From an optimization exercise on the open Yosys and OpenROAD flow, aimed at a short achievable clock period and few clock cycles; shortcuts taken in it are not production practice. In this exercise RTL edits were held to simulation tests only and were not proved equivalent to the original. Power figures rest on the tool's default switching activity, not on a simulated workload.

## design/flow/flow/run.sh

```bash
#!/bin/bash
set -euo pipefail
bash standard.sh SETUP_SLACK_MARGIN=8.8 TNS_END_PERCENT=5 finish > std_flow.log 2>&1
```

## design/flow/standard.sh

```bash
#!/bin/bash
# synth_recipe.tcl (not shown) runs the flow's synth.tcl, then flattens the netlist and writes it again
# the make line also repeats each setting of config.mk as NAME=value (left out here)
make -C /OpenROAD-flow-scripts/flow DESIGN_CONFIG=/design/flow/config.mk WORK_HOME=/design/flow/orfs CLKGATE_MAP_FILE= SYNTH_SCRIPT=/design/flow/synth_recipe.tcl "${@:-finish}"
```

## design/flow/config.mk

```make
export PLATFORM = sky130hd
export DESIGN_NAME = fsd_rx
export DESIGN_NICKNAME = fsd_rx
export VERILOG_FILES = /design/flow/design.v
export SDC_FILE = /design/flow/constraint.sdc
export NUM_CORES = 4
export LEC_CHECK = 0
export CAP_MARGIN = 20
export CELL_PAD_IN_SITES_DETAIL_PLACEMENT = 1
export CELL_PAD_IN_SITES_GLOBAL_PLACEMENT = 2
export CORE_MARGIN = 2
export CORE_UTILIZATION = 35
export CTS_CLUSTER_DIAMETER = 100
export CTS_CLUSTER_SIZE = 20
export PLACE_DENSITY = 0.5
export SLEW_MARGIN = 20
```

## design/flow/constraint.sdc

```tcl
create_clock -name core_clock -period 12.0 [get_ports {clk}]
set_input_delay 2.4000 -clock core_clock [delete_from_list [all_inputs] [get_ports {clk}]]
set_output_delay 2.4000 -clock core_clock [all_outputs]
set_load 0.01 [all_outputs]
```

## design/flow/design.v

```verilog
module fsd_rx (
    input  wire        clk,
    input  wire        rst,
    input  wire        in_valid,
    input  wire [7:0]  in_data,
    output wire        in_ready,
    output wire        o_valid,
    input  wire        o_ready,
    output wire [1:0]  o_kind,
    output wire [7:0]  o_data,
    output wire [15:0] o_cmd,
    output wire [15:0] o_len,
    output wire [15:0] o_crc
);
    localparam [7:0] SYNC1 = 8'hFF;
    localparam [7:0] SYNC2 = 8'h5A;
    localparam [7:0] ETX   = 8'h33;
    localparam [1:0] K_BYTE  = 2'd0,
                     K_FRAME = 2'd1,
                     K_INV   = 2'd2;
    localparam [1:0] R_LEN = 2'd1,
                     R_ETX = 2'd2,
                     R_CRC = 2'd3;
    function [15:0] crc_byte;
        input [15:0] c;
        input [7:0]  b;
        integer k;
        reg [15:0] t;
        begin
            t = c ^ {8'h00, b};
            for (k = 0; k < 8; k = k + 1)
                t = t[0] ? ((t >> 1) ^ 16'h8408) : (t >> 1);
            crc_byte = t;
        end
    endfunction
    function [15:0] onehot16;
        input [3:0] a;
        integer k;
        begin
            for (k = 0; k < 16; k = k + 1)
                onehot16[k] = (a == k);
        end
    endfunction
    reg        in_ready_q;
    reg        in_v_r;
    reg  [7:0] in_d_r;
    reg  [8:0] wp;
    reg [15:0] w_slot;
    reg [15:0] w_bank;
    assign in_ready = in_ready_q;
    always @(posedge clk) begin
        in_d_r <= in_data;
        if (rst) begin
            in_v_r <= 1'b0;
            wp     <= 9'd0;
            w_slot <= 16'd1;
            w_bank <= 16'd1;
        end else begin
            in_v_r <= in_valid & in_ready_q;
            if (in_v_r) begin
                wp     <= wp + 9'd1;
                w_slot <= {w_slot[14:0], w_slot[15]};
                if (w_slot[15])
                    w_bank <= {w_bank[14:0], w_bank[15]};
            end
        end
    end
    reg [7:0] mem [0:255];
    genvar gk, gj;
    generate
        for (gk = 0; gk < 16; gk = gk + 1) begin : g_wb
            wire wbank = in_v_r & w_bank[gk];
            for (gj = 0; gj < 16; gj = gj + 1) begin : g_ws
                always @(posedge clk)
                    if (wbank & w_slot[gj])
                        mem[16*gk + gj] <= in_d_r;
            end
        end
    endgenerate
    reg  [15:0] c_slot, c_bank, c_bank_d;
    reg  [15:0] e_slot, e_bank, e_bank_d;
    reg  [7:0]  s1c [0:15];
    reg  [7:0]  s1e [0:15];
    function [7:0] bank_rd;
        input [127:0] d;
        input [15:0]  sel;
        integer k;
        begin
            bank_rd = 8'd0;
            for (k = 0; k < 16; k = k + 1)
                bank_rd = bank_rd | (d[8*k +: 8] & {8{sel[k]}});
        end
    endfunction
    generate
        for (gk = 0; gk < 16; gk = gk + 1) begin : g_bank
            wire [127:0] bd;
            for (gj = 0; gj < 16; gj = gj + 1) begin : g_ent
                assign bd[8*gj +: 8] = mem[16*gk + gj];
            end
            always @(posedge clk) begin
                s1c[gk] <= bank_rd(bd, c_slot);
                s1e[gk] <= bank_rd(bd, e_slot);
            end
        end
    endgenerate
    reg [127:0] s1c_all, s1e_all;
    integer kk;
    always @(*) begin
        for (kk = 0; kk < 16; kk = kk + 1) begin
            s1c_all[8*kk +: 8] = s1c[kk];
            s1e_all[8*kk +: 8] = s1e[kk];
        end
    end
    wire [7:0] c_rd = bank_rd(s1c_all, c_bank_d);
    wire [7:0] e_rd = bank_rd(s1e_all, e_bank_d);
    always @(posedge clk) begin
        c_bank_d <= c_bank;
        e_bank_d <= e_bank;
    end
    reg  [8:0]   cp;
    reg  [7:0]   byte_r;
    reg          byte_v;
    reg          s1c_v;
    reg  [8:0]   s1_pos;
    reg  [8:0]   bpos;
    reg          rw_q;
    reg  [8:0]   rw_tgt;
    reg  [4:0]   q_cnt;
    reg          issue;      
    wire         rw_set;     
    wire [8:0]   cp_n = rw_q ? rw_tgt : (cp + {8'd0, issue});
    wire [8:0]   wp_n = wp + {8'd0, in_v_r};
    always @(posedge clk) begin
        byte_r <= c_rd;
        s1_pos <= cp;
        bpos   <= s1_pos;
        if (rst) begin
            cp     <= 9'd0;
            c_slot <= 16'd1;
            c_bank <= 16'd1;
            s1c_v  <= 1'b0;
            byte_v <= 1'b0;
            issue  <= 1'b0;
        end else begin
            s1c_v  <= issue & ~rw_set;
            byte_v <= s1c_v & ~rw_set;
            issue  <= (cp_n != wp_n) & (q_cnt <= 5'd11) & ~rw_set;
            cp     <= cp_n;
            if (rw_q) begin
                c_slot <= onehot16(rw_tgt[3:0]);
                c_bank <= onehot16(rw_tgt[7:4]);
            end else if (issue) begin
                c_slot <= {c_slot[14:0], c_slot[15]};
                if (c_slot[15])
                    c_bank <= {c_bank[14:0], c_bank[15]};
            end
        end
    end
    localparam [3:0] C_SRCH = 4'd0,
                     C_H0   = 4'd1,
                     C_H1   = 4'd2,
                     C_H2   = 4'd3,
                     C_H3   = 4'd4,
                     C_BODY = 4'd5,
                     C_C0   = 4'd6,
                     C_C1   = 4'd7,
                     C_ETX  = 4'd8;
    localparam integer CW = 63;
    function [CW+3:0] cstep;
        input [CW-1:0] s;
        input [7:0]    b;
        input [8:0]    pos;
        reg   [3:0]  st;
        reg   [15:0] crc;
        reg   [7:0]  cnt;
        reg   [15:0] cmd;
        reg   [7:0]  len;
        reg          lo, hi;
        reg   [8:0]  ps;
        reg          dec, typ;
        reg   [1:0]  rsn;
        reg   [15:0] cn;
        begin
            st  = s[3:0];
            crc = s[19:4];
            cnt = s[27:20];
            cmd = s[43:28];
            len = s[51:44];
            lo  = s[52];
            hi  = s[53];
            ps  = s[62:54];
            dec = 1'b0;
            typ = 1'b0;
            rsn = R_LEN;
            cn  = crc_byte((st == C_H0) ? 16'h0000 : crc, b);
            case (st)
                C_H0: begin cmd[7:0]  = b; crc = cn; st = C_H1; end
                C_H1: begin cmd[15:8] = b; crc = cn; st = C_H2; end
                C_H2: begin len       = b; crc = cn; st = C_H3; end
                C_H3: begin
                    crc = cn;
                    cnt = len;
                    ps  = pos + 9'd1;
                    if ((b != 8'd0) || (len[7:3] == 5'b11111)) begin
                        dec = 1'b1;
                        rsn = R_LEN;
                        st  = C_SRCH;
                    end else begin
                        st = (len == 8'd0) ? C_C0 : C_BODY;
                    end
                end
                C_BODY: begin
                    crc = cn;
                    cnt = cnt - 8'd1;
                    if (cnt == 8'd0) st = C_C0;
                end
                C_C0: begin lo = (b == crc[7:0]);  st = C_C1;  end
                C_C1: begin hi = (b == crc[15:8]); st = C_ETX; end
                C_ETX: begin
                    dec = 1'b1;
                    st  = C_SRCH;
                    if (b != ETX)          rsn = R_ETX;
                    else if (!(lo && hi))  rsn = R_CRC;
                    else                   typ = 1'b1;
                end
                default: ;
            endcase
            cstep = {dec, typ, rsn, ps, hi, lo, len, cmd, cnt, crc, st};
        end
    endfunction
    reg  [CW-1:0] m;         
    reg           prev_ff;
    reg  [8:0]    cfront;    
    reg           nc_v;      
    reg  [8:0]    nc_tgt;    
    reg  [CW-1:0] sh;        
    reg           sh_v;
    reg           snc_v;     
    reg  [8:0]    snc_tgt;
    wire [3:0]  mst   = m[3:0];
    wire [15:0] m_crc = m[19:4];
    wire [15:0] m_cmd = m[43:28];
    wire [7:0]  m_len = m[51:44];
    wire [8:0]  m_ps  = m[62:54];
    wire is_ff = (byte_r == SYNC1);
    wire is_5a = (byte_r == SYNC2);
    wire pair  = prev_ff & is_5a;
    wire in_cand = (mst != C_SRCH);
    wire [CW+3:0] mx = cstep(m,  byte_r, bpos);
    wire [CW+3:0] sx = cstep(sh, byte_r, bpos);
    wire       d_push = byte_v & in_cand & mx[CW+3];
    wire       d_typ  = mx[CW+2];
    wire [1:0] d_rsn  = mx[CW+1:CW];
    wire       sh_ok  = sh_v & ~sx[CW+3];
    wire       nce_v   = nc_v | pair;
    wire [8:0] nce_tgt = nc_v ? nc_tgt : (bpos + 9'd1);
    wire       snce_v   = snc_v | pair;
    wire [8:0] snce_tgt = snc_v ? snc_tgt : (bpos + 9'd1);
    assign rw_set = d_push & ~d_typ & ~sh_ok & nce_v;
    localparam [CW-1:0] M_H0 = {{(CW-4){1'b0}}, C_H0};
    always @(posedge clk) begin
        if (rst) begin
            m       <= {CW{1'b0}};
            prev_ff <= 1'b0;
            cfront  <= 9'd0;
            nc_v    <= 1'b0;
            sh_v    <= 1'b0;
            snc_v   <= 1'b0;
            rw_q    <= 1'b0;
        end else begin
            rw_q <= 1'b0;
            if (byte_v) begin
                prev_ff <= is_ff;
                if (!in_cand) begin
                    cfront <= bpos + 9'd1;
                    if (pair) begin
                        m    <= M_H0;
                        nc_v <= 1'b0;
                        sh_v <= 1'b0;
                    end
                end else begin
                    m <= mx[CW-1:0];
                    if (pair && !nc_v) begin
                        nc_v    <= 1'b1;
                        nc_tgt  <= bpos + 9'd1;
                        sh      <= M_H0;
                        sh_v    <= 1'b1;
                        snc_v   <= 1'b0;
                    end else if (sh_v) begin
                        sh <= sx[CW-1:0];
                        if (sx[CW+3]) sh_v <= 1'b0;
                        if (pair && !snc_v) begin
                            snc_v   <= 1'b1;
                            snc_tgt <= bpos + 9'd1;
                        end
                    end
                    if (mx[CW+3]) begin
                        sh_v <= 1'b0;
                        if (d_typ) begin
                            m       <= {CW{1'b0}};
                            prev_ff <= 1'b0;
                            cfront  <= bpos + 9'd1;
                        end else if (sh_ok) begin
                            m       <= sx[CW-1:0];
                            cfront  <= nc_tgt;
                            nc_v    <= snce_v;
                            nc_tgt  <= snce_tgt;
                        end else if (nce_v) begin
                            m       <= M_H0;
                            nc_v    <= 1'b0;
                            rw_q    <= 1'b1;
                            rw_tgt  <= nce_tgt;
                            cfront  <= nce_tgt;
                            prev_ff <= 1'b0;
                        end else begin
                            m       <= {CW{1'b0}};
                            cfront  <= bpos + 9'd1;
                        end
                    end
                end
            end
        end
    end
    localparam integer QW = 52;
    wire [QW-1:0]    q_in = {m_crc, m_cmd, m_len, (d_typ ? m_ps : cfront), d_rsn, d_typ};
    wire [16*QW-1:0] q_all;
    reg  [3:0]       q_wr, q_rd;
    wire       q_pop;
    generate
        for (gk = 0; gk < 16; gk = gk + 1) begin : g_q
            reg [QW-1:0] e;
            always @(posedge clk)
                if (d_push && q_wr == gk)
                    e <= q_in;
            assign q_all[QW*gk +: QW] = e;
        end
    endgenerate
    wire [QW-1:0] q_h   = q_all[QW*q_rd +: QW];
    wire          h_typ = q_h[0];
    wire [1:0]    h_rsn = q_h[2:1];
    wire [8:0]    h_pos = q_h[11:3];
    wire [7:0]    h_len = q_h[19:12];
    wire [15:0]   h_cmd = q_h[35:20];
    wire [15:0]   h_crc = q_h[51:36];
    always @(posedge clk) begin
        if (rst) begin
            q_wr  <= 4'd0;
            q_rd  <= 4'd0;
            q_cnt <= 5'd0;
        end else begin
            if (d_push) q_wr <= q_wr + 4'd1;
            if (q_pop)  q_rd <= q_rd + 4'd1;
            q_cnt <= q_cnt + {4'd0, d_push} - {4'd0, q_pop};
        end
    end
    localparam [1:0] E_IDLE = 2'd0,
                     E_PAY  = 2'd1,
                     E_FRM  = 2'd2;
    reg         nx_v;
    reg         nx_typ;
    reg  [1:0]  nx_rsn;
    reg  [8:0]  nx_pos;
    reg  [7:0]  nx_len;
    reg         nx_len0;
    reg  [15:0] nx_cmd;
    reg  [15:0] nx_crc;
    reg  [1:0]  est;
    reg  [8:0]  ep;
    reg  [7:0]  e_cnt;
    reg  [15:0] e_cmd;
    reg  [7:0]  e_len;
    reg  [15:0] e_crc;
    reg  [2:0]  ev_cnt;
    reg         ta_v;
    wire        ev_space = ({1'b0, ev_cnt} + {3'd0, ta_v}) < 4'd4;
    wire        q_ne  = (q_cnt != 5'd0);
    wire        nx_take = (est == E_IDLE) & nx_v & ev_space;
    assign q_pop = q_ne & (~nx_v | nx_take);
    always @(posedge clk) begin
        if (q_pop) begin
            nx_typ  <= h_typ;
            nx_rsn  <= h_rsn;
            nx_pos  <= h_pos;
            nx_len  <= h_len;
            nx_len0 <= (h_len == 8'd0);
            nx_cmd  <= h_cmd;
            nx_crc  <= h_crc;
        end
        if (rst)
            nx_v <= 1'b0;
        else if (q_pop)
            nx_v <= 1'b1;
        else if (nx_take)
            nx_v <= 1'b0;
    end
    reg        iss;
    reg [1:0]  iss_k;
    reg [7:0]  iss_d;
    reg [15:0] iss_c;
    reg [7:0]  iss_l;
    reg [15:0] iss_r;
    always @(*) begin
        iss   = 1'b0;
        iss_k = K_BYTE;
        iss_d = {6'd0, nx_rsn};
        iss_c = e_cmd;
        iss_l = e_len;
        iss_r = e_crc;
        case (est)
            E_IDLE: begin
                iss_c = nx_cmd;
                iss_l = nx_len;
                iss_r = nx_crc;
                if (nx_take) begin
                    if (!nx_typ) begin
                        iss   = 1'b1;
                        iss_k = K_INV;
                    end else if (nx_len0) begin
                        iss   = 1'b1;
                        iss_k = K_FRAME;
                    end
                end
            end
            E_PAY: if (ev_space) begin
                iss   = 1'b1;
                iss_k = K_BYTE;
            end
            E_FRM: if (ev_space) begin
                iss   = 1'b1;
                iss_k = K_FRAME;
            end
            default: ;
        endcase
    end
    always @(posedge clk) begin
        if (rst) begin
            est    <= E_IDLE;
            ep     <= 9'd0;
            e_slot <= 16'd1;
            e_bank <= 16'd1;
        end else begin
            case (est)
                E_IDLE: if (nx_take && nx_typ && !nx_len0) begin
                    est    <= E_PAY;
                    ep     <= nx_pos;
                    e_slot <= onehot16(nx_pos[3:0]);
                    e_bank <= onehot16(nx_pos[7:4]);
                    e_cnt  <= nx_len;
                    e_cmd  <= nx_cmd;
                    e_len  <= nx_len;
                    e_crc  <= nx_crc;
                end
                E_PAY: if (ev_space) begin
                    ep     <= ep + 9'd1;
                    e_slot <= {e_slot[14:0], e_slot[15]};
                    if (e_slot[15])
                        e_bank <= {e_bank[14:0], e_bank[15]};
                    e_cnt  <= e_cnt - 8'd1;
                    if (e_cnt == 8'd1) est <= E_FRM;
                end
                E_FRM: if (ev_space) est <= E_IDLE;
                default: est <= E_IDLE;
            endcase
        end
    end
    reg [1:0]  ta_k;
    reg [7:0]  ta_d;
    reg [15:0] ta_c;
    reg [7:0]  ta_l;
    reg [15:0] ta_r;
    always @(posedge clk) begin
        ta_k <= iss_k;
        ta_d <= iss_d;
        ta_c <= iss_c;
        ta_l <= iss_l;
        ta_r <= iss_r;
        if (rst) ta_v <= 1'b0;
        else     ta_v <= iss;
    end
    wire        ev_push = ta_v;
    wire [1:0]  ev_k    = ta_k;
    wire [7:0]  ev_d    = (ta_k == K_BYTE) ? e_rd : ta_d;
    wire [15:0] ev_c    = ta_c;
    wire [7:0]  ev_l    = ta_l;
    wire [15:0] ev_r    = ta_r;
    wire [8:0] front = (est != E_IDLE) ? ep :
                       nx_v ? nx_pos :
                       (q_ne ? h_pos : cfront);
    reg  [8:0] front_r;
    wire [8:0] total = wp + {8'd0, in_v_r} + {8'd0, in_ready_q};
    wire [8:0] used  = total - front_r;
    always @(posedge clk) begin
        if (rst) begin
            front_r    <= 9'd0;
            in_ready_q <= 1'b1;
        end else begin
            front_r    <= front;
            in_ready_q <= ~used[8];
        end
    end
    localparam integer FW = 50;
    wire [FW-1:0]   f_in = {ev_r, ev_l, ev_c, ev_d, ev_k};
    wire [4*FW-1:0] f_all;
    reg  [1:0]      f_wr, f_rd;
    generate
        for (gk = 0; gk < 4; gk = gk + 1) begin : g_f
            reg [FW-1:0] e;
            always @(posedge clk)
                if (ev_push && f_wr == gk)
                    e <= f_in;
            assign f_all[FW*gk +: FW] = e;
        end
    endgenerate
    reg        o_valid_q;
    reg [1:0]  o_kind_q;
    reg [7:0]  o_data_q;
    reg [15:0] o_cmd_q;
    reg [7:0]  o_len_q;
    reg [15:0] o_crc_q;
    wire       o_take = o_valid_q & o_ready;
    wire [1:0] rd_n   = f_rd + {1'b0, o_take};
    wire [2:0] cnt_n  = ev_cnt + {2'd0, ev_push} - {2'd0, o_take};
    wire       byp    = ev_push & (f_wr == rd_n);
    always @(posedge clk) begin
        {o_crc_q, o_len_q, o_cmd_q, o_data_q, o_kind_q} <= byp ? f_in : f_all[FW*rd_n +: FW];
        if (rst) begin
            f_wr      <= 2'd0;
            f_rd      <= 2'd0;
            ev_cnt    <= 3'd0;
            o_valid_q <= 1'b0;
        end else begin
            if (ev_push) f_wr <= f_wr + 2'd1;
            f_rd      <= rd_n;
            ev_cnt    <= cnt_n;
            o_valid_q <= (cnt_n != 3'd0);
        end
    end
    assign o_valid = o_valid_q;
    assign o_kind  = o_kind_q;
    assign o_data  = o_data_q;
    assign o_cmd   = o_cmd_q;
    assign o_len   = {8'd0, o_len_q};
    assign o_crc   = o_crc_q;
endmodule
```

==> results of run 1 <==
==> power breakdown <==
part | leakage, nW | internal, mW | switching [mW]
logic | 16.0 | 3.73 | 7.63
registers | 35.0 | 15.9 | 1.94
clock network | 3.20 | 3.71 | 4.85
total | 54.2 | 23.3 | 14.4
==> per-stage QoR <==
step	utilization	instances	power, mW
6_report	0.386	15933	37.8
5_1_grt	0.386	15868	38.6
4_1_cts	0.385	15774	37.7
3_5_place_dp	0.368	15321	28.9
3_3_place_gp	0.368	15319	28.9
2_1_floorplan	-	9875	22.5
==> cells in the final DEF (no fill, tap or decap), types with 37 or more instances in the layout <==
master	synthesis	routed
mux4_2	154	154
nor2_1	252	237
o21ai_0	138	137
a22o_1	1085	1085
xnor2_1	79	78
nand2b_1	53	53
nand3_1	67	66
a211oi_1	61	61
nand2_1	261	257
inv_1	71	70
diode_2	0	148
dfxtp_1	655	539
clkbuf_1	668	161
mux2i_1	272	271
dfxtp_4	0	79
nand4_1	286	286
a22oi_1	92	92
clkbuf_16	0	230
xor2_1	81	80
a221oi_1	1187	1187
nor3_1	89	84
and3_1	258	258
a21oi_1	121	120
buf_4	33	256
dfxtp_2	0	37
mux2_2	98	91
edfxtp_1	3271	3271
ha_1	53	50
o22ai_1	54	54
==> worst paths after layout <==
| path | slack (ps) | from | cells after the start | to |
|---|---|---|---|---|
| worst min-delay path | 330 | s1_pos[4] | 0 | bpos[4] |
| worst max-delay path | 8100 | o_len_q[6] | 1 | o_len[6] |
| worst min register to register | 330 | s1_pos[4] | 0 | bpos[4] |
| worst max register to register | 8270 | e_slot[0] | 6 | s1e[3][0] |
==> logic make-up after synthesis <==
| group | share of synthesized area |
|---|---|
| AO/OA/AOI/OAI | 0.155 |
| XOR/XNOR | 0.00899 |
| adder cells (fa/ha/maj) | 0.00451 |
| buffers and inverters | 0.0229 |
| flip-flops | 0.714 |
| multiplexers | 0.0468 |
| other | 0.0000241 |
| AND/OR/NAND/NOR | 0.0477 |
==> timing repair <==
item / in CTS / in global routing
hold buffers: 0 / 0
resized for setup: 374 / 57
setup endpoints to repair: 1723 / 1977
cloned: 14 / 0
buffers inserted: 18 / 9
pin swaps: 5 / 2
==> registers in the layout, summed over array words and instances, names as in the netlist, 63 cells and up <==
signal,cells
g_f.e,200
g_q.e,832
m,63
mem,2048
s1c,128
s1e,128
sh,63
==> final cells by class <==
cell class,instances,share of cell area
clock inverters,24,0.00161
multi-input cells,5053,0.241
flip-flops and latches,3926,0.651
well taps,5928,0.0432
inverters,73,0.00161
repair buffers,384,0.0222
clock buffers,397,0.0375
diodes,148,0.00216
==> per-layer routing <==
layer	vias to the layer above	global-route usage	wire, um
li1	40941	-	-
met1	56002	0.402	286000
met2	5323	0.501	335000
met3	1240	0.0377	47000
met4	12	0.130	34000
met5	-	0	75
==> run_results.csv, run 1 <==
group,metric,value,unit
finish,regArea,112000,um^2
logic_synthesis,synth_top_cells_by_count,"3,271 x edfxtp_1, 1,187 x a221oi_1, 1,085 x a22o_1",
setup_path,path_delay_family,"flip-flops",
finish,multi_input_area,41400,um^2
routing,vias,103518,
clock_tree,clk_pin_slew_worst_paths,90,ps
global_route,grt_max_degree,171,
setup_path,critical_path.max_stage_delay,400,ps
clock_tree,cts_tree,"built",
logic_synthesis,ys_top_cells_by_area,"edfxtp_1 63%, dfxtp_1 8.4%, a221oi_1 6.7%",
setup_path,cp.arrival,1500,ps
setup_path,critPathLaunchType,"register",
floorplanning,num_rows,245,
timing,slew_violations,0,
logic_synthesis,ys_warn_count,4,
power,p_leak,54.2,nW
floorplanning,coreArea,444000,um^2
logic_synthesis,synth_cell_types,90,
status,outcome,"finished clean",
global_route,grt_pass1_vias,103841,
routing,firstDrtPassIters,8,
routing,ant_nets,0,
timing,rsz0062_at_grt,"true",
placed_design,hpwl,413,mm
routing,wl_per_cell,44.1,um
setup_path,path_cells,"buf_8",
logic_synthesis,post-synth-top-count-cell,"edfxtp_1",
floorplanning,die_x,671,um
global_route,grt_pass1_wl,941,mm
timing,relSlewSlack,0.213,
power,worst_ir_drop_vdd,0.135,mV
timing,finalSetupTns,0,ps
setup_path,critical_path_buf_inv_count,1,
timing,min_period,3900,ps
timing,final.setup_skew,63.5,ps
setup_path,critPathMaxFanout,1,
finish,fill_cells,43817,
placed_design,port_buffers,63,
clock_tree,cts_sinks,3926,
setup_path,cp_slowest_cell,"dfxtp_4",
timing,max_freq,257,MHz
timing,worstMarginPinSlew,1180,ps
logic_synthesis,synth-seq-cells,3926,
logic_synthesis,netlist_area,156000,um^2
routing,vias_per_cell,6.50,
timing,hold_viol,0,
global_route,gr-total-overflow,0,
job,cap_viol_max_count,0,
floorplanning,dieArea,451000,um^2
setup_path,crit_type,"reg2out",
routing,drtIter0Drc,12208,
global_route,antenna_found_initial,76,
placed_design,place_area,163000,um^2
floorplanning,initial_core_util,0.351,
timing,setup_viol,0,
floorplanning,pin_count,72,
finish,final_nets,9730,
logic_synthesis,async_reset_ff_frac,0,
clock_tree,clk_latency,1010,ps
logic_synthesis,yosysTopAreaCell,"edfxtp_1",
logic_synthesis,synth_top_area_frac,0.630,
floorplanning,die_y,671,um
logic_synthesis,synth.avg_cell_area,15.8,um^2
logic_synthesis,synth-edff-count,3271,
clock_tree,clockBufferDepth,4,
hold_path,hold_class,"reg2reg",
finish,drive_gt1_frac,0.111,
logic_synthesis,synthFlopType,"edfxtp_1",
global_route,grtUsageTotal,0.303,
timing,setup_ws,8100,ps
clock_tree,h-tree-depth,4,
clock_tree,cts_made_buffers,225,
clock_tree,root_buffer,"clkbuf_16",
routing,drc,0,
power,power_density,220,nW/um^2
placed_design,place_ws,6020,ps
finish,final_area,172000,um^2
timing,hold_slack,329,ps
placed_design,gp_congestion,0.872,
logic_synthesis,seq_area_frac_synth,0.714,
finish,syn_to_final_growth,10.2,%
timing,timing.final.crit_share,0.325,
setup_path,endpoint_kind,"primary output",
routing,wirelength,702,mm
setup_path,required,9600,ps
logic_synthesis,syn-instance-count,9868,
Testbench counts, summed over its fixed seeds: cycles 52,319.
==> run 2, diff against run 1 <==
--- a/design/flow/config.mk
+++ b/design/flow/config.mk
@@ -12,4 +12,2 @@
 export CORE_UTILIZATION = 35
-export CTS_CLUSTER_DIAMETER = 100
-export CTS_CLUSTER_SIZE = 20
 export PLACE_DENSITY = 0.5
==> run_results.csv, run 2 <==
group,metric,value,unit
status,outcome,"finished clean",
logic_synthesis,synth.avg_cell_area,15.8,um^2
routing,vias_per_cell,6.46,
timing,worstMarginPinSlew,1360,ps
timing,max_freq,254,MHz
timing,hold_viol,0,
setup_path,path_cells,"buf_8",
routing,firstDrtPassIters,6,
finish,drive_gt1_frac,0.145,
setup_path,critPathMaxFanout,1,
timing,relSlewSlack,0.0920,
clock_tree,clk_pin_slew_worst_paths,60,ps
hold_path,hold_class,"reg2reg",
timing,hold_slack,305,ps
logic_synthesis,synth_top_cells_by_count,"3,271 x edfxtp_1, 1,187 x a221oi_1, 1,085 x a22o_1",
routing,wirelength,707,mm
global_route,grt_max_degree,171,
clock_tree,ctsHoldBuffers,0,
hold_path,holdPathStages,0,
clock_tree,clk_latency,1030,ps
setup_path,endpoint_kind,"primary output",
logic_synthesis,synth_top_area_frac,0.630,
logic_synthesis,netlist_area,156000,um^2
setup_path,cp.arrival,1540,ps
setup_path,setup.worst_path.start,"o_crc_q[1]",
logic_synthesis,async_reset_ff_frac,0,
routing,wl_per_cell,43.3,um
setup_path,rr_endpoint,"s1e[3][0]",
logic_synthesis,ys_top_cells_by_area,"edfxtp_1 63%, dfxtp_1 8.4%, a221oi_1 6.7%",
setup_path,cp_slowest_cell,"dfxtp_4",
power,power_density,241,nW/um^2
timing,timing.final.crit_share,0.329,
job,cap_viol_max_count,0,
power,p_leak,58.2,nW
floorplanning,num_rows,245,
floorplanning,pin_count,72,
global_route,grt_pass1_vias,105896,
clock_tree,cts_sinks,3926,
logic_synthesis,synth_cell_types,90,
setup_path,rr_worst_depth,6,
setup_path,critPathLaunchType,"register",
hold_path,min_to,"bpos[4]",
routing,ant_nets,0,
timing,setup_viol,0,
hold_path,hp-start,"s1_pos[4]",
timing,final.setup_skew,43.1,ps
clock_tree,h-tree-depth,5,
global_route,gr-total-overflow,0,
clock_tree,cts_tree,"built",
logic_synthesis,yosysTopAreaCell,"edfxtp_1",
placed_design,gp_congestion,0.872,
clock_tree,root_buffer,"clkbuf_16",
floorplanning,initial_core_util,0.351,
logic_synthesis,synth-seq-cells,3926,
clock_tree,cts_made_buffers,445,
finish,layout_commonest_cell,"edfxtp_1",
setup_path,path_delay_family,"flip-flops",
routing,vias,105446,
global_route,antenna_found_initial,67,
setup_path,required,9600,ps
timing,finalSetupTns,0,ps
routing,drc,0,
setup_path,critical_path_buf_inv_count,1,
setup_path,rrSetupSlack,8200,ps
global_route,grt_pass1_wl,949,mm
placed_design,port_buffers,63,
logic_synthesis,seq_area_frac_synth,0.714,
finish,syn_to_final_growth,15.2,%
logic_synthesis,ys_warn_count,4,
setup_path,crit_type,"reg2out",
timing,min_period,3940,ps
placed_design,hpwl,413,mm
logic_synthesis,synth-edff-count,3271,
setup_path,r2r_start,"e_slot[0]",
finish,largest_register,"mem",
logic_synthesis,synthFlopType,"edfxtp_1",
finish,layout_common_cells,"3,271 x edfxtp_1, 1,187 x a221oi_1, 1,085 x a22o_1",
logic_synthesis,post-synth-top-count-cell,"edfxtp_1",
power,worst_ir_drop_vdd,0.163,mV
finish,final_nets,9945,
finish,reg_top3,"mem x2048, g_q.e x832, g_f.e x200",
timing,slew_violations,0,
finish,largest_reg_flops,2048,
logic_synthesis,syn-instance-count,9868,
clock_tree,clockBufferDepth,4,
floorplanning,dieArea,451000,um^2
global_route,grtUsageTotal,0.305,
floorplanning,coreArea,444000,um^2
floorplanning,die_x,671,um
floorplanning,die_y,671,um
timing,rsz0062_at_grt,"true",
routing,drtIter0Drc,12338,
setup_path,critical_path.max_stage_delay,380,ps
[run 2: cell counts after synthesis]
Identical to the previous run, type by type.
[run 2: per-stage QoR]
stage	setup WS [ps]	util	instances	instance area, um^2	power (mW)
after floorplan	7620	-	9875	156000	22.5
after global placement	5920	0.368	15319	163000	28.9
after detailed placement	6020	0.368	15321	163000	28.9
after CTS	7930	0.403	16189	179000	43.2
after global routing	7970	0.404	16245	179000	44.1
final	8060	0.404	16335	180000	43.2
[run 2: cell type report]
cell class                 count  area, um^2
fill                       43265      265000
sequential                  3926      112000
multi-input combinational   5053       41400
clock buffer                 616       12500
tap                         5928        7420
timing repair buffer         379        3640
clock inverter               223        2360
antenna                      137         343
inverter                      73         277
[run 2: how the worst max path moves through the flow]
stage	cells past startpoint	slack, ps	end
after floorplan	3	7620	e_cmd[0]
after global placement	9	5920	o_crc_q[4]
after detailed placement	9	6020	o_data_q[6]
after CTS	1	7930	o_len[6]
after global routing	1	7970	o_len[6]
final	1	8060	o_crc[1]
[run 2: metal layers]
| layer | wire length [um] | GRT usage | vias up |
|---|---|---|---|
| li1 | - | - | 41630 |
| met1 | 285000 | 0.400 | 56850 |
| met2 | 336000 | 0.503 | 5532 |
| met3 | 51000 | 0.0447 | 1418 |
| met4 | 35500 | 0.134 | 16 |
| met5 | 102 | 0 | - |
[run 2: timing repair]
action	in CTS	in global routing
setup buffers	16	9
setup endpoints to repair	1503	2012
gates cloned	13	0
gates resized for setup	352	58
endpoints found under the hold margin	0	0
pin swaps	5	2
[run 2: cell families (layout without fill, tap and decap cells)]
| family | after synthesis | count (layout) | share of synthesized area |
|---|---|---|---|
| xor gates and xnor gates | 160 | 160 | 0.00899 |
| DFF | 3926 | 3926 | 0.714 |
| other | 1 | 145 | 0.0000241 |
| adders and majority gates | 55 | 55 | 0.00451 |
| and+or+nand+nor | 1401 | 1402 | 0.0477 |
| buffers and inverters | 897 | 1291 | 0.0229 |
| muxes | 524 | 524 | 0.0468 |
| AOI/OAI and AO/OA | 2904 | 2904 | 0.155 |
[run 2: power breakdown]
part | switching, mW | leakage, nW | internal [mW] | total, mW
clock | 5.88 | 7.27 | 8.14 | 14.0
sequential | 1.94 | 35.0 | 15.9 | 17.9
combinational | 7.64 | 15.9 | 3.69 | 11.3
total | 15.5 | 58.2 | 27.8 | 43.2

-- static timing again, ports no longer ideal --
The flow's constraints put no driver on any port. The routed layouts listed below were extracted and timed again, unchanged, in two steps.
Step 1 assumes that a clkbuf_16 drives the clock port and a buf_2 every other input.
Step 2 moves the port delays by t, midway between the first and last clock arrival at a register: inputs arrive t later, outputs are due t later. That takes back most of the time a late clock gives input paths.
Slacks: no drivers / after step 1 / after step 2; pairs: no drivers / after step 1.
run	t, ns	setup WS [ns]	worst setup path at the end	pins driven straight from the clock port
run 1	1.095	8.103 / 7.989 / 7.482	input to register	1
run 2	1.121	8.057 / 7.944 / 7.533	input to register	1
After both steps setup and hold are still met in every run listed. The setup slack of run 1, which loses most, moves by -0.114 ns with the drivers and by -0.621 ns with both steps.
